Background: an optimization exercise with open tools, aiming at small area. Do not read the settings as production practice.
The RTL was checked by simulation tests, not by an equivalence proof against the original design.
Power is estimated from default activity; no workload was simulated.

==> flow/design.v <==
module lamppwm (
    input  wire        clk,
    input  wire        por,
    input  wire        btn,
    input  wire        bg_tick,
    output wire        led,
    output wire        pwm_en,
    output wire        bg_run,
    output wire [1:0]  sleep_o,
    output wire        periph_clk_en,
    output wire [12:0] op_trace
);
    localparam [4:0]
        S_BOOT_BG     = 5'h01,
        S_SELFTEST_ON = 5'h04,
        S_SELFTEST_WT = 5'h05,
        S_SEI         = 5'h15,
        S_POLL        = 5'h06,
        S_DEBOUNCE    = 5'h07,
        S_ADVANCE     = 5'h08,
        S_DISPATCH    = 5'h09,
        S_PWM_OFF     = 5'h0B,
        S_REQ         = 5'h0D,
        S_ON_PWM      = 5'h0A,
        S_ON_DUTY     = 5'h0C,
        S_ARM         = 5'h0E,
        S_SELECT      = 5'h0F,
        S_DEEP_BG     = 5'h02,
        S_SLEEP       = 5'h10,
        S_WAKEUP      = 5'h11,
        S_WAKE_CLI    = 5'h12,
        S_WAKE_CLRF   = 5'h13,
        S_WAKE_DISARM = 5'h14,
        S_WAKE_BG     = 5'h03;
    localparam [2:0] M_OFF = 3'b000, M_ON = 3'b100, M_SLOW = 3'b101, M_FAST = 3'b111, M_FADE = 3'b110;
    reg [4:0]  seq;
    reg [2:0]  mode;
    reg        pwm_en_r;
    reg [7:0]  pwm_cnt;
    reg [2:0]  pwm_buf;    
    reg [1:0]  pwm_cmp;    
    reg        pwm_hi;     
    reg        pcif;
    reg        btn_prev;
    reg        bg_run_r;
    reg [11:0] dly;
    wire mode_off = !mode[2];    
    wire dly_end_16000 = (!dly[0] && !dly[2] && !dly[3] && !dly[5] && dly[6] && dly[9] && dly[10] && !pwm_cnt[2] && !pwm_cnt[4] && pwm_cnt[5] && !pwm_cnt[6] && pwm_cnt[7]);
    wire dly_end_3200  = (dly[0] && !dly[2] && dly[3] && dly[4] && !dly[5] && dly[6] && !dly[7] && dly[9] && !dly[10] && dly[11]);
    wire dly_end_16    = (!dly[4] && dly[9]);
    wire dly_end_2     = (dly[0]);
    wire wake     = pcif || (bg_run_r && bg_tick);
    wire pwm_wrap = (pwm_cnt[0] && pwm_cnt[1] && pwm_cnt[2] && pwm_cnt[3] && pwm_cnt[4] && pwm_cnt[5] && pwm_cnt[6] && !pwm_cnt[7]);    
    reg pwm_last;
    always @(*) begin
        case (pwm_cmp)
            2'b00:   pwm_last = (!pwm_cnt[0] && !pwm_cnt[1] && pwm_cnt[2] && !pwm_cnt[3] && !pwm_cnt[4] && !pwm_cnt[5] && pwm_cnt[6] && pwm_cnt[7]);    
            2'b10:   pwm_last = (pwm_cnt[1] && pwm_cnt[2] && !pwm_cnt[3] && !pwm_cnt[4] && !pwm_cnt[6] && pwm_cnt[7]);    
            2'b11:   pwm_last = (pwm_cnt[1] && !pwm_cnt[4] && !pwm_cnt[6] && pwm_cnt[7]);     
            default: pwm_last = (pwm_cnt[0] && pwm_cnt[3] && !pwm_cnt[4]);     
        endcase
    end
    always @(posedge clk) begin
        dly <= st_dly_clr ? 12'd0 : {~dly[10:0], ~(dly[11] ^ dly[3] ^ dly[4] ^ dly[9])};
    end
    always @(posedge clk) begin
        pwm_cnt <= pwm_cnt_clr ? 8'd0 : {~pwm_cnt[6:0], ~(pwm_cnt[7] ^ pwm_cnt[1] ^ pwm_cnt[2] ^ pwm_cnt[5])};
        if (pwm_load || pwm_wrap) begin
            pwm_cmp <= pwm_buf[1:0];
            pwm_hi  <= pwm_buf[2];    
        end else if (pwm_last) begin
            pwm_hi  <= 1'b0;
        end
    end
    always @(posedge clk) begin
        btn_prev <= btn;
    end
    wire wait_end = mode_off ? dly_end_16 : dly_end_2;
    wire seq_nxt0 = (!seq[0] && seq[2] && seq[3]) || (!seq[2] && mode_off && bg_run_r) || (!seq[0] && !seq[1] && seq[2]) || (!seq[0] && seq[1] && seq[4]) || (seq[1] && !seq[2] && !seq[3] && !seq[4]) || (!seq[0] && !seq[1] && wake) || (seq[0] && !seq[3] && !seq[4] && !dly_end_3200 && bg_run_r) || (!seq[0] && seq[2] && !btn) || (seq[0] && !seq[1] && !seq[2] && seq[4] && !wait_end) || (!seq[0] && !seq[1] && !seq[4]) || (!seq[1] && !seq[3] && !seq[4] && bg_run_r);
    wire seq_nxt1 = (!seq[0] && seq[1] && seq[2] && seq[3]) || (seq[0] && !seq[1] && seq[3]) || (seq[2] && seq[4]) || (seq[2] && seq[3] && mode_off) || (seq[0] && !seq[1] && seq[4] && wait_end) || (!seq[0] && seq[1] && !seq[2] && !seq[3]) || (!seq[0] && seq[1] && seq[2] && !btn) || (seq[0] && seq[1] && seq[2] && !seq[3] && !dly_end_3200);
    wire seq_nxt2 = (!seq[1] && seq[2] && !seq[4]) || (seq[0] && seq[1] && !seq[2] && !seq[3]) || (!seq[0] && seq[1] && seq[3]) || (!seq[1] && !seq[4] && !bg_run_r) || (seq[0] && !seq[1] && seq[2]) || (seq[1] && !seq[2] && seq[3] && bg_run_r) || (seq[0] && seq[2] && !seq[3] && !dly_end_3200) || (!seq[0] && seq[2] && !seq[4] && !btn);
    wire seq_nxt3 = (!seq[0] && !seq[2] && !seq[4]) || (!seq[2] && seq[3] && bg_run_r) || (!seq[1] && seq[3]) || (!seq[0] && seq[3]) || (seq[0] && seq[1] && seq[2] && !seq[3] && dly_end_3200) || (!seq[0] && seq[1] && !seq[4] && btn);
    wire seq_nxt4 = (seq[0] && seq[1] && seq[3] && !mode_off) || (!seq[2] && seq[4]) || (seq[1] && !bg_run_r) || (!seq[2] && !seq[3] && !mode_off) || (seq[0] && !seq[1] && !seq[3] && !seq[4] && dly_end_16000 && bg_run_r);
    wire st_dly_clr  = (!seq[0] && seq[2] && !seq[3] && !seq[4]) || (!seq[0] && !seq[1] && !seq[2] && !seq[3]);
    wire st_on_duty  = (!seq[0] && !seq[1] && seq[2] && seq[3]);
    wire st_debounce = (seq[0] && seq[1] && seq[2] && !seq[3]);
    wire st_selftest = (seq[0] && !seq[1] && seq[2] && !seq[3] && !seq[4]);
    wire st_clrf     = (seq[0] && seq[1] && seq[4]);
    wire sleeping    = (!seq[1] && !seq[2] && seq[4]);
    wire st_pstate   = (!seq[1] && !seq[2] && seq[4]) || (seq[0] && !seq[1] && seq[2] && seq[3]);
    wire pcie        = (!seq[0] && !seq[2] && !seq[3]) || (seq[3] && !bg_run_r) || (seq[0] && seq[1] && seq[2] && seq[3]) || (!seq[0] && seq[4]) || (!seq[2] && seq[4]);
    wire pwm_cnt_clr = (!seq[0] && seq[1] && !seq[2] && seq[3] && !pwm_en_r) || (!seq[0] && !seq[1] && !seq[3] && !seq[4]);
    wire pwm_load    = (!seq[0] && seq[1] && !seq[2] && seq[3] && !pwm_en_r);
    wire pwm_en_nxt  = (!seq[3] && pwm_en_r) || (!seq[1] && pwm_en_r) || (!seq[0] && seq[1] && !seq[2] && seq[3]) || (seq[2] && pwm_en_r);
    wire bg_run_nxt  = (seq[4] && bg_run_r) || (seq[2] && bg_run_r) || (seq[3] && bg_run_r) || (seq[0] && !seq[3] && !seq[4]);
    always @(posedge clk) begin
        if (por) begin
            seq      <= S_BOOT_BG;
            mode     <= M_OFF;
            pwm_en_r <= 1'b0;
            pwm_buf  <= M_OFF;
            pcif     <= 1'b0;
            bg_run_r <= 1'b0;
        end else begin
            seq      <= {seq_nxt4, seq_nxt3, seq_nxt2, seq_nxt1, seq_nxt0};
            pwm_en_r <= pwm_en_nxt;
            bg_run_r <= bg_run_nxt;
            if (st_debounce && dly_end_3200 && !btn)
                mode <= {!(mode[1] && !mode[0]), mode[0], mode[2] && !mode[1]};
            if (st_on_duty)
                pwm_buf <= mode;
            pcif <= (pcie && (btn != btn_prev)) || (pcif && !st_clrf);
        end
    end
    wire [4:0] opc = seq;
    wire [7:0] duty = {!mode[1] && !mode[0],          
                       !mode[0],                      
                       mode[1] || !mode[0],           
                       1'b1, 1'b1,                    
                       mode[1] || mode[0],            
                       !mode[1] || mode[0],           
                       mode[1] ^ mode[0]};            
    wire [7:0] arg = st_on_duty ? duty : {7'd0, mode_off && st_pstate};
    assign op_trace      = {opc, arg};
    assign led           = st_selftest || (pwm_en_r && pwm_hi);
    assign pwm_en        = pwm_en_r;
    assign bg_run        = bg_run_r;
    assign sleep_o       = {sleeping && mode_off, sleeping && !mode_off};
    assign periph_clk_en = !(sleeping && mode_off);
endmodule
==> flow/flow/run.sh <==
#!/bin/bash
# The standard layout flow (standard.sh) with three changes:
# - synthesis maps the combinational logic for area (flow/synth.tcl);
# - the ports are buffered with the smallest buffer;
# - CTS inserts no dummy loads and uses small clock buffers.
# Each tool's full output goes to the ORFS logs; make's output to flow.log.
set -euo pipefail
sed "s#SYNTH_SCRIPT=[^ ]*#SYNTH_SCRIPT=$PWD/flow/synth.tcl#" standard.sh > own_standard.sh
grep -q "SYNTH_SCRIPT=$PWD/flow/synth.tcl" own_standard.sh
export BUFFER_PORTS_ARGS="-buffer_cell sky130_fd_sc_hd__buf_1"
export CTS_ARGS="-sink_clustering_enable -repair_clock_nets -dont_use_dummy_load -buf_list sky130_fd_sc_hd__clkbuf_4 -sink_clustering_size 12"
bash own_standard.sh > flow.log 2>&1
==> flow/flow/area.abc <==
strash
dch
amap
topo
==> flow/flow/synth.tcl <==
# The standard flow's synthesis script (synth_recipe.tcl) with two changes to the mapping
# of the combinational logic: ORFS's ABC step uses the area-oriented ABC
# script area.abc beside this file instead of ORFS's speed script, and
# adders are not extracted into half/full-adder cells first (ABC maps that
# logic itself). The registers, and everything else, are unchanged.
set own_abc_script [file join [file dirname [file normalize [info script]]] area.abc]
proc synth {args} { yosys synth -nofsm -noshare {*}$args }
proc abc {args} {
  set i [lsearch -exact $args -script]
  if { $i >= 0 } {
    lset args [expr { $i + 1 }] $::own_abc_script
  }
  yosys abc {*}$args
}
proc extract_fa {args} {}
source $::env(SCRIPTS_DIR)/synth.tcl
# left out here: clear keep_hierarchy, flatten, clean up, hide names made inside functions, write 1_2_yosys.v
==> flow/standard.sh <==
#!/bin/bash
# synth_recipe.tcl (not shown) runs the flow's synth.tcl, then flattens the netlist and writes it again
# the make line also repeats each setting of config.mk as NAME=value (left out here)
make -C /OpenROAD-flow-scripts/flow DESIGN_CONFIG=/design/flow/config.mk WORK_HOME=/design/flow/orfs CLKGATE_MAP_FILE= SYNTH_SCRIPT=/design/flow/synth_recipe.tcl "${@:-finish}"
==> flow/config.mk <==
export PLATFORM = sky130hd
export DESIGN_NAME = lamppwm
export DESIGN_NICKNAME = lamppwm
export VERILOG_FILES = /design/flow/design.v
export SDC_FILE = /design/flow/constraint.sdc
export NUM_CORES = 4
export LEC_CHECK = 0
export CAP_MARGIN = 20
export CORE_MARGIN = 2
export CORE_UTILIZATION = 40
export PLACE_DENSITY = 0.6
export SLEW_MARGIN = 20
==> flow/constraint.sdc <==
create_clock -name core_clock -period 10.0 [get_ports {clk}]
set_input_delay 2.0000 -clock core_clock [delete_from_list [all_inputs] [get_ports {clk}]]
set_output_delay 2.0000 -clock core_clock [all_outputs]
set_load 0.01 [all_outputs]
==> results.sh, run 1 <==
export IMPL_cts_sinks=38
export IMPL_clkSlewWorstSetupHoldPaths_ns=0.10
export IMPL_ys_ff_latch=38
export IMPL_die_x_um=68.3
export IMPL_setup_viol=0
export IMPL_min_path_cells=1
export IMPL_hold_path_class="reg -> reg"
export IMPL_die_area_um2=4660
export IMPL_slew_violations=0
export IMPL_finalNetCount=245
export IMPL_synth_cells=214
export IMPL_cts_tree="yes"
export IMPL_start_kind="register"
export IMPL_finalCritPeriodShare=0.405
export IMPL_core_area_um2=4000
export IMPL_reg2reg_to="mode[2]$_SDFFE_PP0P_"
export IMPL_gp_congestion=0.912
export IMPL_fin_skew_ns=0.0146
export IMPL_cts_hold_buf=0
export IMPL_fin_crit_ns=4.05
export IMPL_initial_core_util=0.413
export IMPL_drive_above_1_share=0.0209
export IMPL_tns_ns=0
export IMPL_power_mw=0.522
export IMPL_hp_start="dly[1]$_SDFF_PP0_"
export IMPL_maxSlewHeadroom=0.494
export IMPL_synth_seq_area_share=0.478
export IMPL_grt_max_degree=15
export IMPL_cts_buffer_depth=2
export IMPL_fp_dieH_um=68.3
export IMPL_cts_setup_buffers=0
export IMPL_worstHoldEndpoint="dly[2]$_SDFF_PP0_"
export IMPL_hold_violations=0
export IMPL_ys_warn_count=1
export IMPL_cts_htree_levels=2
export IMPL_powerDensity_nw_per_um2=287
export IMPL_synth_edff_count=3
export IMPL_fillers=413
export IMPL_finalNonFillerCells=289
export IMPL_dpl_cell_area_um2=1780
export IMPL_post_cts_resized=0
export IMPL_via_per_inst=5.44
export IMPL_post_place_ws_ns=6.29
export IMPL_r2r_start="dly[4]$_SDFF_PP0_"
export IMPL_dr_pass1_iters=7
export IMPL_postRouteAntennaNets=0
export IMPL_syn_to_final_growth_pct=10.1
export IMPL_rsz0062_at_grt="no"
export IMPL_crit_path_end_kind="output pin"
export IMPL_rows=23
export IMPL_drc=0
export IMPL_n_antenna_cell=0
export IMPL_crit_arrival_ns=2.05
export IMPL_worst_pin_slew_ns=0.753
export IMPL_final_area_um2=1820
export IMPL_ys_flop_type="dfxtp_1"
export IMPL_worst_slack_ns=5.95
export IMPL_async_flop_share=0
export IMPL_pin_count=23
export IMPL_route_vias_total=1573
export IMPL_yosys_cell_types_count=31
export IMPL_ir_drop_uv=124
export IMPL_grt_overflow=0
export IMPL_grt_usage=0.181
export IMPL_timing_fmax_mhz=247
export IMPL_status="timing/DRC/antenna clean"
export IMPL_antenna_found_initial=0
export IMPL_hpwl_um=2850
export IMPL_wl_per_cell_um=13.3
export IMPL_place_inst=284
export IMPL_worstSetupStartpoint="seq[3]$_SDFF_PP0_"
export IMPL_cts_root_buf="clkbuf_4"
export IMPL_final_common_cell="nor2_1"
export IMPL_drv_cap=0
export IMPL_path_max_fanout=12
export IMPL_cts_buffers=5
export IMPL_wl_um=3850
export IMPL_worstSkewPairLatency_ns=0.33
export IMPL_numPortBuffers=22
export IMPL_reg2regPathDepth=7
export IMPL_grt_pass1_wl_um=6250
export IMPL_syn_cell_area_um2=1650
export IMPL_ff2ff_setup_slack_ns=7.54
export IMPL_syn_avg_cell_area_um2=7.72
export IMPL_drt_iter0_markers=183
export IMPL_worstPathRequired_ns=8.00
export IMPL_grt_pass1_vias=1329
export IMPL_leakage_nw=0.641
export IMPL_worstSetupPathType="reg -> out"
export IMPL_layout_common_cells="52 x nor2_1, 35 x dfxtp_1, 26 x clkinv_1, 22 x buf_1, 18 x nand2_1"
-- flip-flops by register name, summed over array words and instances, names as in the netlist --
name and cells:
seq 5, pwm_cmp 2, pwm_buf 3, bg_run_r 1, mode 3, pcif 1, dly 12, pwm_en_r 1
pwm_cnt 8, pwm_hi 1, btn_prev 1
-- Yosys cell counts, drive strengths merged, types with 2 or more instances --
| master | number | area (um2) |
|---|---|---|
| o22ai | 4 | 25.0 |
| buf | 2 | 15.0 |
| or3 | 2 | 12.5 |
| o21ai | 11 | 55.1 |
| nor4 | 4 | 25.0 |
| nor2b | 2 | 12.5 |
| a31oi | 4 | 25.0 |
| edfxtp | 3 | 90.1 |
| nand2 | 18 | 67.6 |
| a22oi | 2 | 15.0 |
| clkinv | 26 | 97.6 |
| nor3 | 9 | 45.0 |
| dfxtp | 35 | 701 |
| a211oi | 2 | 15.0 |
| a21oi | 14 | 70.1 |
| nand3 | 5 | 25.0 |
| o41ai | 3 | 26.3 |
| a2111oi | 2 | 17.5 |
| a221oi | 3 | 26.3 |
| nor2 | 52 | 195 |
-- where the power goes --
group	total (mW)	switching (mW)	internal, mW
clock network	0.0674	0.0439	0.0235
registers	0.262	0.0524	0.209
logic	0.193	0.121	0.0714
total	0.522	0.218	0.304
-- cell type report --
type,instances,area (um2),share of cell area
well taps,50,62.6,0.0344
repair buffers,22,82.6,0.0454
multi-input cells,148,749,0.412
flip-flops and latches,38,791,0.434
clock buffers,5,37.5,0.0206
inverters,26,97.6,0.0536
-- worst max-delay path: stages (launching register included) --
cell and delay (ns):
dfxtp_1 0.56, clkinv_1 0.35, nor2_1 0.22, nand2_1 0.21, nor3_1 0.22, buf_1 0.17
-- layer usage --
| layer | wire length [um] | GRT usage |
|---|---|---|
| met1 | 1900 | 0.268 |
| met2 | 1650 | 0.249 |
| met4 | 28 | 0.0600 |
| met3 | 277 | 0.0510 |
| met5 | 0 | 0 |
-- per-stage QoR --
step	utilization	hold WS (ns)
after global placement	0.446	0.369
after global routing	0.455	0.408
after CTS	0.455	0.388
after detailed placement	0.446	0.371
final	0.455	0.386
after floorplan	-	0.368
-- kinds of logic after synthesis --
family,synth area share
simple gates,0.249
compound gates,0.199
flops,0.478
buf+inv,0.0681
xor+xnor,0.00530
-- worst max-delay path by stage --
stage | endpoint | slack [ns]
after CTS | op_trace[7] | 5.94
after floorplan | op_trace[7] | 6.52
after global placement | op_trace[7] | 6.30
after detailed placement | op_trace[7] | 6.29
final | op_trace[7] | 5.95
after global routing | op_trace[0] | 5.70
==> inputs of run 2 (changes only) <==
==> flow/flow/area.abc (replaced) <==
strash
&get -n
&deepsyn -T 120
&put
dch
amap
topo
--- a/flow/flow/synth.tcl
+++ b/flow/flow/synth.tcl
@@ -2,7 +2,9 @@
 # of the combinational logic: ORFS's ABC step uses the area-oriented ABC
 # script area.abc beside this file instead of ORFS's speed script, and
 # adders are not extracted into half/full-adder cells first (ABC maps that
-# logic itself). The registers, and everything else, are unchanged.
+# logic itself). area.abc first restructures the logic with &deepsyn (a
+# 120-second search), then maps it for area. The registers, and everything
+# else, are unchanged.
 set own_abc_script [file join [file dirname [file normalize [info script]]] area.abc]
 proc synth {args} { yosys synth -nofsm -noshare {*}$args }
 proc abc {args} {
==> results.sh, run 2 <==
export IMPL_n_antenna_cell=0
export IMPL_finalNonFillerCells=271
export IMPL_route_vias_total=1423
export IMPL_cp_slowest_cell="dfxtp_1"
export IMPL_worstSkewPairLatency_ns=0.34
export IMPL_cts_buffers=5
export IMPL_cts_hold_buf=0
export IMPL_layout_common_cells="50 x nor2_1, 35 x dfxtp_1, 24 x clkinv_1, 22 x buf_1, 17 x nand2_1"
export IMPL_cts_htree_levels=2
export IMPL_synth_edff_count=3
export IMPL_largest_register_ffs=12
export IMPL_endpoint="op_trace[2]"
export IMPL_grt_pass1_wl_um=6110
export IMPL_antenna_found_initial=0
export IMPL_hold_violations=0
export IMPL_ys_warn_count=1
export IMPL_dr_pass1_iters=4
export IMPL_ff2ff_setup_slack_ns=7.49
export IMPL_synthTopCellsByArea="dfxtp_1 44%, nor2_1 12%, clkinv_1 5.7%, edfxtp_1 5.7%, nand2_1 4.0%"
export IMPL_die_area_um2=4470
export IMPL_drc=0
export IMPL_fp_dieH_um=66.9
export IMPL_cts_root_buf="clkbuf_4"
export IMPL_post_cts_resized=0
export IMPL_cts_tree="yes"
export IMPL_syn_to_final_growth_pct=10.9
export IMPL_ys_flop_type="dfxtp_1"
export IMPL_syn_cell_area_um2=1580
export IMPL_drt_iter0_markers=100
export IMPL_grt_usage=0.185
export IMPL_crit_path_cell_trace="clkinv_1, nor3_1, nand2_1, nor3_1, nor2_1, buf_1"
export IMPL_start_kind="register"
export IMPL_tns_ns=0
export IMPL_wl_um=3630
export IMPL_finalCritPeriodShare=0.399
export IMPL_cp_common_cell="nor3_1"
export IMPL_final_area_um2=1750
export IMPL_gp_congestion=0.941
export IMPL_ir_drop_uv=124
export IMPL_postRouteAntennaNets=0
export IMPL_powerDensity_nw_per_um2=292
export IMPL_dpl_cell_area_um2=1720
export IMPL_top_regs="dly: 12 flops, pwm_cnt: 8 flops, seq: 5 flops"
export IMPL_status="timing/DRC/antenna clean"
export IMPL_yosys_cell_types_count=30
export IMPL_wl_per_cell_um=13.4
export IMPL_grt_max_degree=13
export IMPL_cts_buffer_depth=2
export IMPL_holdWs_ns=0.388
export IMPL_fin_crit_ns=3.99
export IMPL_reg2regPathDepth=8
export IMPL_drv_cap=0
export IMPL_min_path_cells=1
export IMPL_synthTopCellsByCount="50 x nor2_1, 35 x dfxtp_1, 24 x clkinv_1, 17 x nand2_1"
export IMPL_crit_path_end_kind="output pin"
export IMPL_via_per_inst=5.25
export IMPL_drive_above_1_share=0.0269
export IMPL_core_area_um2=3740
export IMPL_ys_ff_latch=38
export IMPL_grt_overflow=0
export IMPL_rows=22
export IMPL_place_inst=266
export IMPL_grt_pass1_vias=1276
export IMPL_worstSetupPathType="reg -> out"
export IMPL_slew_violations=0
export IMPL_yosysTopAreaCellShare=0.443
export IMPL_die_x_um=66.9
export IMPL_pin_count=23
export IMPL_rsz0062_at_grt="no"
export IMPL_largest_register="dly"
export IMPL_setup_viol=0
export IMPL_reg2reg_to="seq[0]$_SDFF_PP1_"
export IMPL_async_flop_share=0
export IMPL_clkSlewWorstSetupHoldPaths_ns=0.09
export IMPL_power_mw=0.513
export IMPL_final_common_cell="nor2_1"
export IMPL_initial_core_util=0.422
export IMPL_syn_avg_cell_area_um2=8.03
export IMPL_cts_sinks=38
export IMPL_timing_fmax_mhz=251
export IMPL_critPathMaxStageDelay_ns=0.52
export IMPL_worstSetupStartpoint="seq[2]$_SDFF_PP0_"
export IMPL_worst_pin_slew_ns=0.959
export IMPL_synth_most_common_cell="nor2_1"
export IMPL_synth_cells=197
export IMPL_r2r_start="seq[0]$_SDFF_PP1_"
export IMPL_path_max_fanout=9
export IMPL_finalNetCount=229
export IMPL_crit_arrival_ns=1.99
export IMPL_yosys_area_top_type="dfxtp_1"
export IMPL_synth_seq_area_share=0.500
export IMPL_fin_skew_ns=0.0290
export IMPL_hpwl_um=2680
export IMPL_cts_setup_buffers=0
export IMPL_numPortBuffers=22
export IMPL_leakage_nw=0.621
export IMPL_maxSlewHeadroom=0.354
export IMPL_worstPathRequired_ns=8.00
export IMPL_hold_path_class="reg -> reg"
==> run 2: area by class of cell <==
type                            count  area (um2)
Fill cell                         394        1990
Tap cell                           48        60.1
Multi-Input combinational cell    133         686
Sequential cell                    38         791
Inverter                           24        90.1
Timing Repair Buffer               23        90.1
Clock buffer                        5        37.5
==> run 2: worst max-delay path, delay by kind of cell (launching register included) <==
family	cells	cell delay, ns
flops	1	0.52
buf+inv	2	0.35
simple gates	4	0.81
==> run 2: kinds of logic after synthesis <==
family	share of synthesized area
buffers and inverters	0.0665
AND/OR/NAND/NOR	0.251
flip-flops	0.500
AO/OA/AOI/OAI	0.177
XOR/XNOR	0.00554
==> run 2: routing by layer <==
layer / routed length, um / up-vias / GRT usage
met2: 1590 / 47 / 0.254
met3: 197 / 4 / 0.0557
met4: 52 / 0 / 0.0842
met5: 0 / - / 0
li1: - / 734 / -
met1: 1790 / 638 / 0.261
==> run 2: worst min path at each step <==
stage | startpoint | endpoint | slack, ns
final | dly[1]$_SDFF_PP0_ | dly[2]$_SDFF_PP0_ | 0.39
after global routing | dly[1]$_SDFF_PP0_ | dly[2]$_SDFF_PP0_ | 0.41
after floorplan | dly[1]$_SDFF_PP0_ | dly[2]$_SDFF_PP0_ | 0.37
after CTS | dly[1]$_SDFF_PP0_ | dly[2]$_SDFF_PP0_ | 0.39
after global placement | dly[8]$_SDFF_PP0_ | dly[9]$_SDFF_PP0_ | 0.37
after detailed placement | dly[1]$_SDFF_PP0_ | dly[2]$_SDFF_PP0_ | 0.37
==> run 2: report_power, final <==
part           internal [mW]  total [mW]  switching, mW
Clock                 0.0235      0.0660         0.0425
Sequential             0.210       0.265         0.0553
Combinational         0.0708       0.181          0.111
Total                  0.304       0.513          0.208
==> run 2: per-stage QoR <==
step | worst slack [ns] | utilization
6_report | 6.01 | 0.469
3_5_place_dp | 6.38 | 0.459
2_1_floorplan | 6.45 | -
4_1_cts | 6.01 | 0.469
3_3_place_gp | 6.38 | 0.459
5_1_grt | 5.83 | 0.469
==> inputs of run 3 (changes only) <==
--- a/flow/config.mk
+++ b/flow/config.mk
@@ -8,5 +8,6 @@
 export CAP_MARGIN = 20
 export CORE_MARGIN = 2
 export CORE_UTILIZATION = 40
+export GPL_TIMING_DRIVEN = 0
 export PLACE_DENSITY = 0.6
 export SLEW_MARGIN = 20
==> results.sh, run 3 <==
export IMPL_path_max_fanout=11
export IMPL_syn_cell_area_um2=1590
export IMPL_crit_path_end_kind="output pin"
export IMPL_setup_viol=0
export IMPL_cts_root_buf="clkbuf_4"
export IMPL_synth_xor_area_frac=0.00552
export IMPL_numPortBuffers=22
export IMPL_crit_arrival_ns=2.13
export IMPL_r2r_start="seq[0]$_SDFF_PP1_"
export IMPL_synth_compound_area_share=0.174
export IMPL_die_x_um=67.0
export IMPL_drc=0
export IMPL_worstSetupStartpoint="seq[2]$_SDFF_PP0_"
export IMPL_hold_violations=0
export IMPL_status="timing/DRC/antenna clean"
export IMPL_yosys_cell_types_count=30
export IMPL_largest_register_ffs=12
export IMPL_rows=22
export IMPL_top_regs="dly: 12 flops, pwm_cnt: 8 flops, seq: 5 flops"
export IMPL_syn_avg_cell_area_um2=7.82
export IMPL_wl_um=3490
export IMPL_worstHoldEndpoint="dly[2]$_SDFF_PP0_"
export IMPL_synth_mux_area_fraction=0
export IMPL_hp_start="dly[1]$_SDFF_PP0_"
export IMPL_clkSlewWorstSetupHoldPaths_ns=0.10
export IMPL_grt_max_degree=13
export IMPL_worstSkewPairLatency_ns=0.33
export IMPL_route_vias_total=1438
export IMPL_post_cts_resized=0
export IMPL_power_frac_seq=0.513
export IMPL_initial_core_util=0.424
export IMPL_worstPathRequired_ns=8.00
export IMPL_die_area_um2=4490
export IMPL_ys_warn_count=1
export IMPL_yosys_area_top_type="dfxtp_1"
export IMPL_timing_fmax_mhz=242
export IMPL_pin_count=23
export IMPL_internal_power_mw=0.305
export IMPL_ys_flop_type="dfxtp_1"
export IMPL_final_common_cell="nor2_1"
export IMPL_powerDensity_nw_per_um2=292
export IMPL_fp_dieH_um=67.0
export IMPL_worstSetupPathType="reg -> out"
export IMPL_syn_to_final_growth_pct=11.4
export IMPL_final_util=0.472
export IMPL_cts_setup_buffers=0
export IMPL_start_kind="register"
export IMPL_synthTopCellsByCount="54 x nor2_1, 35 x dfxtp_1, 26 x clkinv_1, 17 x nand2_1, 12 x o21ai_0"
export IMPL_cts_tree="yes"
export IMPL_synth_edff_count=3
export IMPL_grt_pass1_vias=1247
export IMPL_fin_skew_ns=0.0150
export IMPL_cts_sinks=38
export IMPL_reg2reg_to="seq[0]$_SDFF_PP1_"
export IMPL_ff2ff_setup_slack_ns=6.81
export IMPL_pwr_share_clk=0.128
export IMPL_maxSlewHeadroom=0.406
export IMPL_async_flop_share=0
export IMPL_grt_usage=0.174
export IMPL_switching_power_mw=0.210
export IMPL_wl_per_cell_um=12.6
export IMPL_via_per_inst=5.17
export IMPL_cts_htree_levels=2
export IMPL_post_place_ws_ns=6.26
export IMPL_synth_adder_area_share=0
export IMPL_reg2regPathDepth=10
export IMPL_drt_iter0_markers=114
export IMPL_cts_buffers=5
export IMPL_synth_most_common_cell="nor2_1"
export IMPL_comb_power_share=0.360
export IMPL_min_path_cells=1
export IMPL_synthTopCellsByArea="dfxtp_1 44%, nor2_1 13%, clkinv_1 6.2%, edfxtp_1 5.7%, nand2_1 4.0%"
export IMPL_n_antenna_cell=0
export IMPL_synth_seq_area_share=0.498
export IMPL_cts_hold_buf=0
export IMPL_largest_register="dly"
export IMPL_slew_violations=0
export IMPL_finalNetCount=236
export IMPL_drv_cap=0
export IMPL_antenna_found_initial=0
export IMPL_ys_ff_latch=38
export IMPL_core_area_um2=3740
export IMPL_drive_above_1_share=0.0304
export IMPL_rsz0062_at_grt="no"
export IMPL_yosysTopAreaCellShare=0.442
export IMPL_grt_pass1_wl_um=5790
export IMPL_postRouteAntennaNets=0
export IMPL_synth_simple_area_share=0.251
export IMPL_netSwitchingFraction=0.408
export IMPL_grt_overflow=0
export IMPL_gp_congestion=0.886
export IMPL_ir_drop_uv=130
export IMPL_hpwl_um=2590
export IMPL_layout_common_cells="54 x nor2_1, 35 x dfxtp_1, 26 x clkinv_1, 22 x buf_1, 17 x nand2_1"
export IMPL_leakage_nw=0.628
export IMPL_fin_crit_ns=4.13
export IMPL_cts_buffer_depth=2
export IMPL_worst_pin_slew_ns=0.881
export IMPL_synth_cells=203
export IMPL_dr_pass1_iters=4
export IMPL_synth_top_family_by_area="simple AND/OR/NAND/NOR gates"
export IMPL_tns_ns=0
export IMPL_finalCritPeriodShare=0.413
export IMPL_worst_slack_ns=5.87
export IMPL_hold_path_class="reg -> reg"
run 3: cell count changes in the layout (fill, tap and decap cells not counted), moves of 2 or more:
cell	previous run	this run
a2111oi_0	0	2
clkinv_1	24	26
nor2_1	50	54
nor3_1	11	8
o22ai_1	1	3
run 3: per-layer routing:
metal | routed length, um | track usage | vias up
met1 | 1700 | 0.247 | 630
met5 | 0 | 0 | -
li1 | - | - | 755
met3 | 204 | 0.0405 | 5
met4 | 40 | 0.0638 | 0
met2 | 1550 | 0.255 | 48
run 3: stage by stage:
step	instances	power, mW	cell area, um2	hold slack (ns)
after floorplan	203	0.397	1590	0.368
after global placement	273	0.455	1730	0.368
after detailed placement	273	0.452	1730	0.371
after CTS	278	0.520	1770	0.388
after global routing	278	0.564	1770	0.401
final	278	0.515	1770	0.388
run 3: layout make-up:
cell class                 count  area (um2)
fill                         399        1980
sequential                    38         791
multi-input combinational    137         683
inverter                      26        97.6
timing repair buffer          22        82.6
tap                           48        60.1
clock buffer                   5        37.5
buffer                         2        15.0
run 3: cells by family (layout without fill, tap and decap cells):
group           after synthesis  in the layout
simple gates                 94             94
xor+xnor                      1              1
flops                        38             38
buf+inv                      28             55
compound gates               42             42
run 3: worst max path at each step:
stage | endpoint | depth (start not counted)
2_1_floorplan | op_trace[0] | 6
3_3_place_gp | op_trace[2] | 8
3_5_place_dp | op_trace[2] | 8
4_1_cts | op_trace[2] | 8
5_1_grt | op_trace[2] | 8
6_report | op_trace[2] | 8
run 3: power groups by stage:
stage               clock (mW)  sequential (mW)  combinational (mW)
floorplan                    0            0.257               0.140
global placement             0            0.269               0.186
detailed placement           0            0.266               0.186
CTS                     0.0687            0.264               0.187
global route            0.0745            0.274               0.215
finish                  0.0659            0.264               0.185
run 3: critical path, cell delays in order, from the launching register on:
cell	delay, ns
dfxtp_1	0.54
clkinv_1	0.19
nor2_1	0.16
clkinv_1	0.11
nor2_1	0.13
nand2_1	0.21
nor3_1	0.28
nor2_1	0.06
buf_1	0.13
==> inputs of run 4 (changes only) <==
--- a/flow/design.v
+++ b/flow/design.v
@@ -35,16 +35,17 @@
     localparam [2:0] M_OFF = 3'b000, M_ON = 3'b100, M_SLOW = 3'b101, M_FAST = 3'b111, M_FADE = 3'b110;
     reg [4:0]  seq;
     reg [2:0]  mode;
-    reg        pwm_en_r;
+    reg        pressed;
     reg [7:0]  pwm_cnt;
-    reg [2:0]  pwm_buf;    
+    reg        buf_on;     
     reg [1:0]  pwm_cmp;    
     reg        pwm_hi;     
     reg        pcif;
     reg        btn_prev;
     reg        bg_run_r;
     reg [11:0] dly;
-    wire mode_off = !mode[2];    
+    wire mode_off   = !mode[2];    
+    wire mode_is_on = mode == M_ON;
     wire dly_end_16000 = (!dly[0] && !dly[2] && !dly[3] && !dly[5] && dly[6] && dly[9] && dly[10] && !pwm_cnt[2] && !pwm_cnt[4] && pwm_cnt[5] && !pwm_cnt[6] && pwm_cnt[7]);
     wire dly_end_3200  = (dly[0] && !dly[2] && dly[3] && dly[4] && !dly[5] && dly[6] && !dly[7] && dly[9] && !dly[10] && dly[11]);
     wire dly_end_16    = (!dly[4] && dly[9]);
@@ -66,14 +67,21 @@
     always @(posedge clk) begin
         pwm_cnt <= pwm_cnt_clr ? 8'd0 : {~pwm_cnt[6:0], ~(pwm_cnt[7] ^ pwm_cnt[1] ^ pwm_cnt[2] ^ pwm_cnt[5])};
         if (pwm_load || pwm_wrap) begin
-            pwm_cmp <= pwm_buf[1:0];
-            pwm_hi  <= pwm_buf[2];    
+            pwm_cmp <= buf_stale ? {!mode[0], mode[1]} : mode[1:0];
+            pwm_hi  <= buf_on;    
         end else if (pwm_last) begin
             pwm_hi  <= 1'b0;
         end
     end
     always @(posedge clk) begin
         btn_prev <= btn;
+    end
+    wire mode_step = st_debounce && dly_end_3200 && !btn;
+    always @(posedge clk) begin
+        if (mode_step)
+            pressed <= 1'b1;
+        else if (st_poll)
+            pressed <= 1'b0;
     end
     wire wait_end = mode_off ? dly_end_16 : dly_end_2;
     wire seq_nxt0 = (!seq[0] && seq[2] && seq[3]) || (!seq[2] && mode_off && bg_run_r) || (!seq[0] && !seq[1] && seq[2]) || (!seq[0] && seq[1] && seq[4]) || (seq[1] && !seq[2] && !seq[3] && !seq[4]) || (!seq[0] && !seq[1] && wake) || (seq[0] && !seq[3] && !seq[4] && !dly_end_3200 && bg_run_r) || (!seq[0] && seq[2] && !btn) || (seq[0] && !seq[1] && !seq[2] && seq[4] && !wait_end) || (!seq[0] && !seq[1] && !seq[4]) || (!seq[1] && !seq[3] && !seq[4] && bg_run_r);
@@ -89,26 +97,26 @@
     wire sleeping    = (!seq[1] && !seq[2] && seq[4]);
     wire st_pstate   = (!seq[1] && !seq[2] && seq[4]) || (seq[0] && !seq[1] && seq[2] && seq[3]);
     wire pcie        = (!seq[0] && !seq[2] && !seq[3]) || (seq[3] && !bg_run_r) || (seq[0] && seq[1] && seq[2] && seq[3]) || (!seq[0] && seq[4]) || (!seq[2] && seq[4]);
-    wire pwm_cnt_clr = (!seq[0] && seq[1] && !seq[2] && seq[3] && !pwm_en_r) || (!seq[0] && !seq[1] && !seq[3] && !seq[4]);
-    wire pwm_load    = (!seq[0] && seq[1] && !seq[2] && seq[3] && !pwm_en_r);
-    wire pwm_en_nxt  = (!seq[3] && pwm_en_r) || (!seq[1] && pwm_en_r) || (!seq[0] && seq[1] && !seq[2] && seq[3]) || (seq[2] && pwm_en_r);
+    assign pwm_en    = (!seq[3] && !mode_off) || (seq[2] && !mode_off) || (!mode_off && !pressed) || (!seq[2] && seq[3] && bg_run_r && pressed && !mode_is_on);
+    wire pwm_load    = (!seq[0] && seq[1] && !seq[2] && seq[3] && pressed && mode_is_on);
+    wire pwm_cnt_clr = (!seq[0] && !seq[1] && !seq[3] && !seq[4]) || (!seq[0] && seq[1] && !seq[2] && seq[3] && pressed && mode_is_on);
+    wire buf_stale   = mode_off || (!seq[2] && seq[3] && pressed) || (!seq[0] && !seq[1] && !seq[4] && pressed);
+    wire st_poll     = (!seq[0] && seq[1] && seq[2] && !seq[3]);
     wire bg_run_nxt  = (seq[4] && bg_run_r) || (seq[2] && bg_run_r) || (seq[3] && bg_run_r) || (seq[0] && !seq[3] && !seq[4]);
     always @(posedge clk) begin
         if (por) begin
             seq      <= S_BOOT_BG;
             mode     <= M_OFF;
-            pwm_en_r <= 1'b0;
-            pwm_buf  <= M_OFF;
+            buf_on   <= 1'b0;
             pcif     <= 1'b0;
             bg_run_r <= 1'b0;
         end else begin
             seq      <= {seq_nxt4, seq_nxt3, seq_nxt2, seq_nxt1, seq_nxt0};
-            pwm_en_r <= pwm_en_nxt;
             bg_run_r <= bg_run_nxt;
-            if (st_debounce && dly_end_3200 && !btn)
+            if (mode_step)
                 mode <= {!(mode[1] && !mode[0]), mode[0], mode[2] && !mode[1]};
             if (st_on_duty)
-                pwm_buf <= mode;
+                buf_on <= 1'b1;
             pcif <= (pcie && (btn != btn_prev)) || (pcif && !st_clrf);
         end
     end
@@ -122,8 +130,7 @@
                        mode[1] ^ mode[0]};            
     wire [7:0] arg = st_on_duty ? duty : {7'd0, mode_off && st_pstate};
     assign op_trace      = {opc, arg};
-    assign led           = st_selftest || (pwm_en_r && pwm_hi);
-    assign pwm_en        = pwm_en_r;
+    assign led           = st_selftest || (pwm_en && pwm_hi);
     assign bg_run        = bg_run_r;
     assign sleep_o       = {sleeping && mode_off, sleeping && !mode_off};
     assign periph_clk_en = !(sleeping && mode_off);
==> results.sh, run 4 <==
export IMPL_status="timing/DRC/antenna clean"
export IMPL_drt_iter0_markers=113
export IMPL_grt_usage=0.191
export IMPL_largest_register_ffs=12
export IMPL_fp_dieH_um=66.6
export IMPL_worst_pin_slew_ns=0.806
export IMPL_ys_flop_type="dfxtp_1"
export IMPL_hp_start="dly[1]$_SDFF_PP0_"
export IMPL_hold_path_class="reg -> reg"
export IMPL_drv_cap=0
export IMPL_worstPathRequired_ns=8.00
export IMPL_yosys_cell_types_count=32
export IMPL_finalNetCount=237
export IMPL_via_per_inst=5.15
export IMPL_reg2regPathDepth=9
export IMPL_ys_warn_count=1
export IMPL_start_kind="register"
export IMPL_ys_ff_latch=36
export IMPL_final_common_cell="nor2_1"
export IMPL_yosys_area_top_type="dfxtp_1"
export IMPL_crit_path_end_kind="output pin"
export IMPL_synthTopCellsByCount="54 x nor2_1, 33 x dfxtp_1, 22 x clkinv_1, 19 x nand2_1, 12 x a21oi_1"
export IMPL_rows=22
export IMPL_tns_ns=0
export IMPL_worst_slack_ns=5.59
export IMPL_worstHoldEndpoint="dly[2]$_SDFF_PP0_"
export IMPL_powerDensity_nw_per_um2=309
export IMPL_path_max_fanout=11
export IMPL_die_area_um2=4440
export IMPL_layout_common_cells="54 x nor2_1, 33 x dfxtp_1, 22 x clkinv_1, 22 x buf_1, 19 x nand2_1"
export IMPL_syn_to_final_growth_pct=12.0
export IMPL_ir_drop_uv=134
export IMPL_n_antenna_cell=0
export IMPL_synth_edff_count=3
export IMPL_grt_max_degree=13
export IMPL_drive_above_1_share=0.0346
export IMPL_reg2reg_to="seq[0]$_SDFF_PP1_"
export IMPL_gp_congestion=0.887
export IMPL_cts_buffers=5
export IMPL_numPortBuffers=22
export IMPL_fillers=395
export IMPL_clkSlewWorstSetupHoldPaths_ns=0.09
export IMPL_die_x_um=66.6
export IMPL_grt_pass1_vias=1357
export IMPL_timing_fmax_mhz=227
export IMPL_synthTopCellsByArea="dfxtp_1 42%, nor2_1 13%, edfxtp_1 5.7%, clkinv_1 5.3%, nand2_1 4.5%"
export IMPL_setup_viol=0
export IMPL_grt_pass1_wl_um=6300
export IMPL_core_area_um2=3720
export IMPL_leakage_nw=0.637
export IMPL_r2r_start="seq[1]$_SDFF_PP0_"
export IMPL_cts_root_buf="clkbuf_4"
export IMPL_multi_input_area_um2=728
export IMPL_maxSlewHeadroom=0.463
export IMPL_slew_violations=0
export IMPL_hold_violations=0
export IMPL_ff2ff_setup_slack_ns=7.44
export IMPL_worstSetupPathType="reg -> out"
export IMPL_post_cts_resized=0
export IMPL_initial_core_util=0.422
export IMPL_dr_pass1_iters=4
export IMPL_cts_htree_levels=2
export IMPL_finalCritPeriodShare=0.441
export IMPL_crit_arrival_ns=2.41
export IMPL_wl_um=3560
export IMPL_synth_seq_area_share=0.478
export IMPL_cts_hold_buf=0
export IMPL_fin_skew_ns=0.0112
export IMPL_pin_count=23
export IMPL_antenna_found_initial=0
export IMPL_cts_sinks=36
export IMPL_hpwl_um=2720
export IMPL_cts_tree="yes"
export IMPL_route_vias_total=1436
export IMPL_syn_cell_area_um2=1570
export IMPL_cts_setup_buffers=0
export IMPL_synth_most_common_cell="nor2_1"
export IMPL_postRouteAntennaNets=0
export IMPL_synth_cells=204
export IMPL_syn_avg_cell_area_um2=7.69
export IMPL_grt_overflow=0
export IMPL_min_path_cells=1
export IMPL_async_flop_share=0
export IMPL_yosysTopAreaCellShare=0.421
export IMPL_post_place_ws_ns=5.89
export IMPL_register_area_um2=751
export IMPL_drc=0
export IMPL_worstSkewPairLatency_ns=0.34
export IMPL_rsz0062_at_grt="no"
export IMPL_fin_crit_ns=4.41
export IMPL_largest_register="dly"
export IMPL_cts_buffer_depth=2
export IMPL_top_regs="dly: 12 flops, pwm_cnt: 8 flops, seq: 5 flops"
export IMPL_wl_per_cell_um=12.8
run 4: worst max-delay path by stage:
stage | startpoint | endpoint | slack, ns | cells past startpoint
after floorplan | seq[3]$_SDFF_PP0_ | op_trace[2] | 6.20 | 5
after detailed placement | seq[3]$_SDFF_PP0_ | op_trace[2] | 5.89 | 6
after global placement | seq[3]$_SDFF_PP0_ | op_trace[2] | 5.95 | 6
after global routing | seq[3]$_SDFF_PP0_ | op_trace[2] | 5.30 | 6
after CTS | seq[3]$_SDFF_PP0_ | op_trace[2] | 5.51 | 6
final | seq[3]$_SDFF_PP0_ | op_trace[2] | 5.59 | 6
run 4: worst max-delay path, cell delays in order (launching register included):
cell and delay, ns:
dfxtp_1 0.58, clkinv_1 0.24, nor3_1 0.46, clkinv_1 0.30, nor3_1 0.31, nor2_1 0.06, buf_1 0.13
run 4: metrics by stage:
| step | hold slack, ns | power, mW | area [um2] | utilization | std cells |
|---|---|---|---|---|---|
| after floorplan | 0.368 | 0.412 | 1570 | - | 204 |
| after global placement | 0.370 | 0.477 | 1710 | 0.461 | 274 |
| after detailed placement | 0.378 | 0.479 | 1720 | 0.463 | 274 |
| after CTS | 0.388 | 0.547 | 1760 | 0.473 | 279 |
| after global routing | 0.405 | 0.599 | 1760 | 0.473 | 279 |
| final | 0.379 | 0.542 | 1760 | 0.473 | 279 |
run 4: area by class of cell:
cell class,count,area share
flip-flops and latches,36,0.427
well taps,48,0.0342
clock buffers,5,0.0214
inverters,22,0.0470
multi-input cells,144,0.415
repair buffers,22,0.0470
plain buffers,2,0.00855
run 4: cell families (layout without fill, tap and decap cells):
logic type,Yosys count,after routing,synth area share
buf+inv,24,51,0.0622
simple gates,95,95,0.259
flops,36,36,0.478
compound gates,49,49,0.200
run 4: power by group:
| part | total [mW] | internal [mW] | switching [mW] |
|---|---|---|---|
| Sequential | 0.261 | 0.206 | 0.0549 |
| Clock | 0.0659 | 0.0235 | 0.0425 |
| Combinational | 0.215 | 0.0794 | 0.135 |
run 4: metal layers:
| layer | vias up | GRT usage | part of all wire |
|---|---|---|---|
| li1 | 757 | - | - |
| met1 | 622 | 0.269 | 0.50 |
| met2 | 49 | 0.271 | 0.43 |
| met3 | 8 | 0.0439 | 0.058 |
| met4 | 0 | 0.0918 | 0.019 |
| met5 | - | 0 | 0 |
==> inputs of run 5 (changes only) <==
--- a/flow/design.v
+++ b/flow/design.v
@@ -42,7 +42,6 @@
     reg        pwm_hi;     
     reg        pcif;
     reg        btn_prev;
-    reg        bg_run_r;
     reg [11:0] dly;
     wire mode_off   = !mode[2];    
     wire mode_is_on = mode == M_ON;
@@ -84,6 +83,7 @@
             pressed <= 1'b0;
     end
     wire wait_end = mode_off ? dly_end_16 : dly_end_2;
+    wire bg_deep  = !dly[0];    
     wire seq_nxt0 = (!seq[0] && seq[2] && seq[3]) || (!seq[2] && mode_off && bg_run_r) || (!seq[0] && !seq[1] && seq[2]) || (!seq[0] && seq[1] && seq[4]) || (seq[1] && !seq[2] && !seq[3] && !seq[4]) || (!seq[0] && !seq[1] && wake) || (seq[0] && !seq[3] && !seq[4] && !dly_end_3200 && bg_run_r) || (!seq[0] && seq[2] && !btn) || (seq[0] && !seq[1] && !seq[2] && seq[4] && !wait_end) || (!seq[0] && !seq[1] && !seq[4]) || (!seq[1] && !seq[3] && !seq[4] && bg_run_r);
     wire seq_nxt1 = (!seq[0] && seq[1] && seq[2] && seq[3]) || (seq[0] && !seq[1] && seq[3]) || (seq[2] && seq[4]) || (seq[2] && seq[3] && mode_off) || (seq[0] && !seq[1] && seq[4] && wait_end) || (!seq[0] && seq[1] && !seq[2] && !seq[3]) || (!seq[0] && seq[1] && seq[2] && !btn) || (seq[0] && seq[1] && seq[2] && !seq[3] && !dly_end_3200);
     wire seq_nxt2 = (!seq[1] && seq[2] && !seq[4]) || (seq[0] && seq[1] && !seq[2] && !seq[3]) || (!seq[0] && seq[1] && seq[3]) || (!seq[1] && !seq[4] && !bg_run_r) || (seq[0] && !seq[1] && seq[2]) || (seq[1] && !seq[2] && seq[3] && bg_run_r) || (seq[0] && seq[2] && !seq[3] && !dly_end_3200) || (!seq[0] && seq[2] && !seq[4] && !btn);
@@ -102,17 +102,15 @@
     wire pwm_cnt_clr = (!seq[0] && !seq[1] && !seq[3] && !seq[4]) || (!seq[0] && seq[1] && !seq[2] && seq[3] && pressed && mode_is_on);
     wire buf_stale   = mode_off || (!seq[2] && seq[3] && pressed) || (!seq[0] && !seq[1] && !seq[4] && pressed);
     wire st_poll     = (!seq[0] && seq[1] && seq[2] && !seq[3]);
-    wire bg_run_nxt  = (seq[4] && bg_run_r) || (seq[2] && bg_run_r) || (seq[3] && bg_run_r) || (seq[0] && !seq[3] && !seq[4]);
+    wire bg_run_r    = !mode_off || (!seq[0] && !seq[4]) || (seq[3] && !bg_deep) || (seq[0] && seq[2]) || (!seq[1] && seq[3]);
     always @(posedge clk) begin
         if (por) begin
             seq      <= S_BOOT_BG;
             mode     <= M_OFF;
             buf_on   <= 1'b0;
             pcif     <= 1'b0;
-            bg_run_r <= 1'b0;
         end else begin
             seq      <= {seq_nxt4, seq_nxt3, seq_nxt2, seq_nxt1, seq_nxt0};
-            bg_run_r <= bg_run_nxt;
             if (mode_step)
                 mode <= {!(mode[1] && !mode[0]), mode[0], mode[2] && !mode[1]};
             if (st_on_duty)
@@ -131,7 +129,7 @@
     wire [7:0] arg = st_on_duty ? duty : {7'd0, mode_off && st_pstate};
     assign op_trace      = {opc, arg};
     assign led           = st_selftest || (pwm_en && pwm_hi);
-    assign bg_run        = bg_run_r;
+    assign bg_run        = bg_run_r;    
     assign sleep_o       = {sleeping && mode_off, sleeping && !mode_off};
     assign periph_clk_en = !(sleeping && mode_off);
 endmodule
==> results.sh, run 5 <==
export IMPL_die_area_um2=4390
export IMPL_multi_input_area_um2=709
export IMPL_worstPathRequired_ns=8.00
export IMPL_synth_most_common_cell="nor2_1"
export IMPL_synth_seq_area_share=0.471
export IMPL_ir_drop_uv=120
export IMPL_start_kind="register"
export IMPL_cts_tree="yes"
export IMPL_worstSetupPathType="reg -> out"
export IMPL_cts_htree_levels=2
export IMPL_gp_congestion=0.887
export IMPL_pin_count=23
export IMPL_internal_power_mw=0.296
export IMPL_status="timing/DRC/antenna clean"
export IMPL_yosys_area_top_type="dfxtp_1"
export IMPL_final_common_cell="nor2_1"
export IMPL_ys_warn_count=1
export IMPL_async_flop_share=0
export IMPL_register_area_um2=731
export IMPL_path_delay_family="simple AND/OR/NAND/NOR gates"
export IMPL_drt_iter0_markers=91
export IMPL_drive_above_1_share=0.0345
export IMPL_maxSlewHeadroom=0.497
export IMPL_holdWs_ns=0.386
export IMPL_finalCritPeriodShare=0.482
export IMPL_ys_ff_latch=35
export IMPL_syn_avg_cell_area_um2=7.57
export IMPL_top_regs="dly: 12 flops, pwm_cnt: 8 flops, seq: 5 flops"
export IMPL_fillers=400
export IMPL_numPortBuffers=22
export IMPL_cts_buffers=5
export IMPL_switching_power_mw=0.212
export IMPL_drv_cap=0
export IMPL_largest_register_ffs=12
export IMPL_antenna_found_initial=0
export IMPL_synthTopCellsByArea="dfxtp_1 41%, nor2_1 15%, clkinv_1 6.5%, edfxtp_1 5.8%, nor3_1 3.2%"
export IMPL_grt_overflow=0
export IMPL_final_util=0.471
export IMPL_via_per_inst=5.19
export IMPL_largest_register="dly"
export IMPL_wl_per_cell_um=12.4
export IMPL_comb_power_share=0.376
export IMPL_final_area_um2=1740
export IMPL_pwr_share_clk=0.128
export IMPL_crit_path_end_kind="output pin"
export IMPL_clkSlewWorstSetupHoldPaths_ns=0.09
export IMPL_synthTopCellsByCount="64 x nor2_1, 32 x dfxtp_1, 27 x clkinv_1, 12 x nand2_1, 10 x nor3_1"
export IMPL_fin_skew_ns=0.0145
export IMPL_cts_hold_buf=0
export IMPL_route_vias_total=1454
export IMPL_yosys_cell_types_count=33
export IMPL_rsz0062_at_grt="no"
export IMPL_cp_slowest_cell="nor4_1"
export IMPL_ys_flop_type="dfxtp_1"
export IMPL_tns_ns=0
export IMPL_cts_setup_buffers=0
export IMPL_timing_fmax_mhz=207
export IMPL_hpwl_um=2680
export IMPL_power_frac_seq=0.497
export IMPL_grt_pass1_vias=1274
export IMPL_grt_usage=0.176
export IMPL_cts_sinks=35
export IMPL_powerDensity_nw_per_um2=292
export IMPL_postRouteAntennaNets=0
export IMPL_cts_buffer_depth=2
export IMPL_cts_root_buf="clkbuf_4"
export IMPL_die_x_um=66.3
export IMPL_leakage_nw=0.625
export IMPL_fin_crit_ns=4.82
export IMPL_syn_cell_area_um2=1550
export IMPL_wl_um=3470
export IMPL_finalNetCount=238
export IMPL_worst_slack_ns=5.18
export IMPL_syn_to_final_growth_pct=11.9
export IMPL_setup_viol=0
export IMPL_grt_max_degree=14
export IMPL_cp_common_cell="clkinv_1"
export IMPL_dpl_cell_area_um2=1700
export IMPL_initial_core_util=0.421
export IMPL_crit_arrival_ns=2.82
export IMPL_netSwitchingFraction=0.417
export IMPL_post_cts_resized=0
export IMPL_synth_cells=205
export IMPL_slew_violations=0
export IMPL_ff2ff_setup_slack_ns=7.25
export IMPL_path_max_fanout=10
export IMPL_n_antenna_cell=0
export IMPL_fp_dieH_um=66.3
export IMPL_worst_pin_slew_ns=0.751
export IMPL_path_buf_inv=3
export IMPL_synth_edff_count=3
export IMPL_rows=22
export IMPL_hold_violations=0
export IMPL_hold_path_class="reg -> reg"
export IMPL_crit_path_cell_trace="clkinv_1, nor4_1, clkinv_1, nor3_1, nor2_1, buf_1"
export IMPL_layout_common_cells="64 x nor2_1, 32 x dfxtp_1, 27 x clkinv_1, 22 x buf_1, 12 x nand2_1"
export IMPL_grt_pass1_wl_um=5720
export IMPL_dr_pass1_iters=4
export IMPL_post_place_ws_ns=5.59
export IMPL_yosysTopAreaCellShare=0.413
export IMPL_drc=0
export IMPL_core_area_um2=3690
export IMPL_worstSkewPairLatency_ns=0.33
export IMPL_critPathMaxStageDelay_ns=0.73
run 5: cell count changes in the layout (fill, tap and decap cells not counted), sizes merged, moves of 4 or more:
| cell | before | now |
|---|---|---|
| clkinv | 22 | 27 |
| a21oi | 12 | 4 |
| nand2 | 19 | 12 |
| o21ai | 11 | 7 |
| nor2 | 54 | 64 |
run 5: routing by layer:
metal | GRT usage | share of wire
met2 | 0.266 | 0.43
met1 | 0.231 | 0.50
met3 | 0.0477 | 0.047
met4 | 0.0842 | 0.018
met5 | 0 | 0
run 5: worst paths after layout:
check                                       start           endpoint  depth (start not counted)
worst max-delay path            seq[2]$_SDFF_PP0_        op_trace[2]                          6
worst min-delay path            dly[8]$_SDFF_PP0_  dly[9]$_SDFF_PP0_                          1
worst max register to register  seq[2]$_SDFF_PP0_  seq[1]$_SDFF_PP0_                          9
worst min register to register  dly[8]$_SDFF_PP0_  dly[9]$_SDFF_PP0_                          1
run 5: power groups by stage:
stage	clock network, mW	registers, mW	logic (mW)
after global placement	0	0.255	0.191
after CTS	0.0667	0.251	0.193
final	0.0648	0.252	0.191
after detailed placement	0	0.255	0.193
after global routing	0.0738	0.262	0.219
after floorplan	0	0.242	0.146
run 5: layout make-up:
type	count	share of cell area
Sequential cell	35	0.421
Tap cell	48	0.0346
Clock buffer	5	0.0216
Timing Repair Buffer	22	0.0476
Inverter	27	0.0584
Multi-Input combinational cell	141	0.409
Buffer	2	0.00865
run 5: worst reg2reg max path: stages, from the launching register on:
cell	delay [ns]
dfxtp_1	0.58
clkinv_1	0.36
nor2_1	0.18
nand4b_1	0.14
or4_1	0.41
nor3_1	0.46
nor2_1	0.14
a21oi_1	0.13
or2_0	0.15
o32ai_1	0.09
run 5: cells by family after synthesis:
kind of cell | Yosys count | share of synthesized area
xor+xnor | 1 | 0.00565
simple gates | 102 | 0.279
flops | 35 | 0.471
buf+inv | 29 | 0.0750
compound gates | 38 | 0.169
run 5: stage by stage:
step	instances	total power [mW]
floorplan	205	0.388
global placement	275	0.446
detailed placement	275	0.448
CTS	280	0.512
global route	280	0.555
finish	280	0.508
==> inputs of run 6 (changes only) <==
==> flow/flow/run.sh (replaced) <==
#!/bin/bash
set -euo pipefail
sed "s#SYNTH_SCRIPT=[^ ]*#SYNTH_SCRIPT=$PWD/flow/synth.tcl#" standard.sh > own_standard.sh
grep -q "SYNTH_SCRIPT=$PWD/flow/synth.tcl" own_standard.sh
export REMOVE_ABC_BUFFERS=1
export BUFFER_PORTS_ARGS="-buffer_cell sky130_fd_sc_hd__buf_1"
export CTS_ARGS="-sink_clustering_enable -repair_clock_nets -dont_use_dummy_load -buf_list sky130_fd_sc_hd__clkbuf_4 -sink_clustering_size 12"
bash own_standard.sh > flow.log 2>&1
==> results.sh, run 6 <==
export IMPL_synth_most_common_cell="nor2_1"
export IMPL_worstPathRequired_ns=8.00
export IMPL_grt_usage=0.187
export IMPL_hpwl_um=2690
export IMPL_finalNetCount=236
export IMPL_wl_per_cell_um=13.0
export IMPL_syn_avg_cell_area_um2=7.57
export IMPL_grt_pass1_wl_um=6160
export IMPL_synthTopCellsByArea="dfxtp_1 41%, nor2_1 15%, clkinv_1 6.5%, edfxtp_1 5.8%, nor3_1 3.2%"
export IMPL_layout_common_cells="64 x nor2_1, 32 x dfxtp_1, 27 x clkinv_1, 22 x buf_1, 12 x nand2_1"
export IMPL_hold_path_class="reg -> reg"
export IMPL_netSwitchingFraction=0.425
export IMPL_cts_buffer_depth=2
export IMPL_initial_core_util=0.421
export IMPL_crit_arrival_ns=2.71
export IMPL_synth_top_family_by_area="simple AND/OR/NAND/NOR gates"
export IMPL_synthTopCellsByCount="64 x nor2_1, 32 x dfxtp_1, 27 x clkinv_1, 12 x nand2_1, 10 x nor3_1"
export IMPL_start_kind="register"
export IMPL_min_path_cells=1
export IMPL_worstSkewPairLatency_ns=0.34
export IMPL_ys_flop_type="dfxtp_1"
export IMPL_synth_cells=205
export IMPL_die_x_um=66.3
export IMPL_register_area_um2=731
export IMPL_maxSlewHeadroom=0.486
export IMPL_grt_overflow=0
export IMPL_ff2ff_setup_slack_ns=7.22
export IMPL_worst_pin_slew_ns=0.767
export IMPL_power_frac_seq=0.492
export IMPL_drv_cap=0
export IMPL_reg2regPathDepth=9
export IMPL_antenna_found_initial=0
export IMPL_hp_start="dly[8]$_SDFF_PP0_"
export IMPL_hold_violations=0
export IMPL_worstSetupPathType="reg -> out"
export IMPL_clkSlewWorstSetupHoldPaths_ns=0.10
export IMPL_reg2reg_to="seq[2]$_SDFF_PP0_"
export IMPL_yosysTopAreaCellShare=0.413
export IMPL_critPathMaxStageDelay_ns=0.67
export IMPL_ys_ff_latch=35
export IMPL_crit_path_cell_trace="clkinv_1, nor4_1, clkinv_1, nor3_1, nor2_1, buf_1"
export IMPL_core_area_um2=3690
export IMPL_gp_congestion=0.900
export IMPL_multi_input_area_um2=709
export IMPL_cts_setup_buffers=0
export IMPL_largest_register_ffs=12
export IMPL_comb_power_share=0.377
export IMPL_holdWs_ns=0.387
export IMPL_dr_pass1_iters=4
export IMPL_cts_sinks=35
export IMPL_pwr_share_clk=0.131
export IMPL_fillers=394
export IMPL_cp_slowest_cell="nor4_1"
export IMPL_fp_dieH_um=66.3
export IMPL_route_vias_total=1432
export IMPL_pin_count=23
export IMPL_cts_htree_levels=2
export IMPL_synth_simple_area_share=0.279
export IMPL_fin_skew_ns=0.0336
export IMPL_numPortBuffers=22
export IMPL_rows=22
export IMPL_tns_ns=0
export IMPL_drc=0
export IMPL_cts_hold_buf=0
export IMPL_final_common_cell="nor2_1"
export IMPL_top_regs="dly: 12 flops, pwm_cnt: 8 flops, seq: 5 flops"
export IMPL_fin_crit_ns=4.71
export IMPL_synth_xor_area_frac=0.00565
export IMPL_syn_cell_area_um2=1550
export IMPL_wl_um=3610
export IMPL_leakage_nw=0.614
export IMPL_slew_violations=0
export IMPL_postRouteAntennaNets=0
export IMPL_cts_tree="yes"
export IMPL_ys_warn_count=1
export IMPL_synth_mux_area_fraction=0
export IMPL_setup_viol=0
export IMPL_cp_common_cell="clkinv_1"
export IMPL_status="timing/DRC/antenna clean"
export IMPL_n_antenna_cell=0
export IMPL_timing_fmax_mhz=212
export IMPL_drive_above_1_share=0.0261
export IMPL_r2r_start="seq[2]$_SDFF_PP0_"
export IMPL_async_flop_share=0
export IMPL_finalCritPeriodShare=0.471
export IMPL_powerDensity_nw_per_um2=298
export IMPL_grt_pass1_vias=1334
export IMPL_die_area_um2=4390
export IMPL_post_cts_resized=0
export IMPL_synth_edff_count=3
export IMPL_ir_drop_uv=135
export IMPL_switching_power_mw=0.218
export IMPL_cts_buffers=5
export IMPL_syn_to_final_growth_pct=11.0
export IMPL_crit_path_end_kind="output pin"
export IMPL_yosys_cell_types_count=33
export IMPL_worstSetupStartpoint="seq[2]$_SDFF_PP0_"
export IMPL_yosys_area_top_type="dfxtp_1"
export IMPL_path_max_fanout=10
export IMPL_synth_compound_area_share=0.169
export IMPL_drt_iter0_markers=56
export IMPL_grt_max_degree=14
export IMPL_cts_root_buf="clkbuf_4"
export IMPL_via_per_inst=5.15
export IMPL_rsz0062_at_grt="no"
export IMPL_largest_register="dly"
export IMPL_internal_power_mw=0.295
export IMPL_synth_adder_area_share=0
export IMPL_worstHoldEndpoint="dly[9]$_SDFF_PP0_"
export IMPL_synth_seq_area_share=0.471
run 6: cell counts after synthesis:
No cell type changed its count.
run 6: cells by family (layout without fill, tap and decap cells):
| kind of cell | Yosys count | after routing |
|---|---|---|
| compound gates | 38 | 38 |
| simple gates | 102 | 102 |
| xor+xnor | 1 | 1 |
| buf+inv | 29 | 54 |
| flops | 35 | 35 |
run 6: how the worst max path moves through the flow:
stage	end	cells after the start
after CTS	op_trace[2]	6
after floorplan	op_trace[2]	5
final	op_trace[2]	6
after global placement	op_trace[2]	6
after detailed placement	op_trace[2]	6
after global routing	op_trace[2]	6
run 6: stage by stage:
step	area (um2)	power [mW]	worst slack, ns	std cells	utilization
4_1_cts	1720	0.515	5.27	278	0.467
5_1_grt	1720	0.558	5.00	278	0.467
6_report	1720	0.513	5.29	278	0.467
3_5_place_dp	1680	0.448	5.61	273	0.457
2_1_floorplan	1540	0.387	5.43	203	-
3_3_place_gp	1680	0.447	5.63	273	0.455
run 6: power groups by stage:
stage	registers, mW	logic, mW	clock network, mW
2_1_floorplan	0.242	0.144	0
3_3_place_gp	0.256	0.191	0
3_5_place_dp	0.255	0.193	0
4_1_cts	0.252	0.194	0.0694
5_1_grt	0.259	0.225	0.0743
6_report	0.252	0.193	0.0674
run 6: metal layers:
metal  wire length [um]  GRT usage
met3                167     0.0562
met2               1470      0.276
met1               1930      0.258
met4                 38     0.0612
met5                  0          0
run 6: critical path: cells and delay by family, from the launching register on:
family / cells / cell delay [ns]
and+or+nand+nor: 3 / 1.04
buffers and inverters: 3 / 0.82
DFF: 1 / 0.55
run 6: final cells by class:
class | count | area share
Multi-Input combinational cell | 141 | 0.412
Tap cell | 48 | 0.0349
Timing Repair Buffer | 22 | 0.0480
Clock buffer | 5 | 0.0218
Sequential cell | 35 | 0.424
Inverter | 27 | 0.0589

re-timing with driven ports:
How much do the figures lean on ideal ports? The routed layouts below were timed once more, with nothing changed but the port constraints.
Step 1: set_driving_cell puts a clkbuf_16 on clk and a buf_2 on each other input, an assumption about the parent block.
Step 2 moves the port delays by t, midway between the first and last clock arrival at a register: inputs arrive t later, outputs are due t later. That takes back most of the time a late clock gives input paths.
Three values: no drivers, after step 1, after step 2; two values: the first two.
| run | t, ns | setup WS [ns] | worst data-port slew with drivers (ns) | cell pins on the clock port's net |
|---|---|---|---|---|
| run 1 | 0.346 | 5.949 / 5.922 / 6.268 | 0.03 | 1 |
| run 2 | 0.353 | 6.008 / 5.980 / 6.333 | 0.03 | 1 |
| run 3 | 0.345 | 5.868 / 5.844 / 6.188 | 0.03 | 1 |
| run 4 | 0.354 | 5.588 / 5.565 / 5.919 | 0.03 | 1 |
| run 5 | 0.350 | 5.179 / 5.155 / 5.505 | 0.03 | 1 |
| run 6 | 0.352 | 5.287 / 5.263 / 5.614 | 0.03 | 1 |
After both steps every run listed still meets setup and hold.
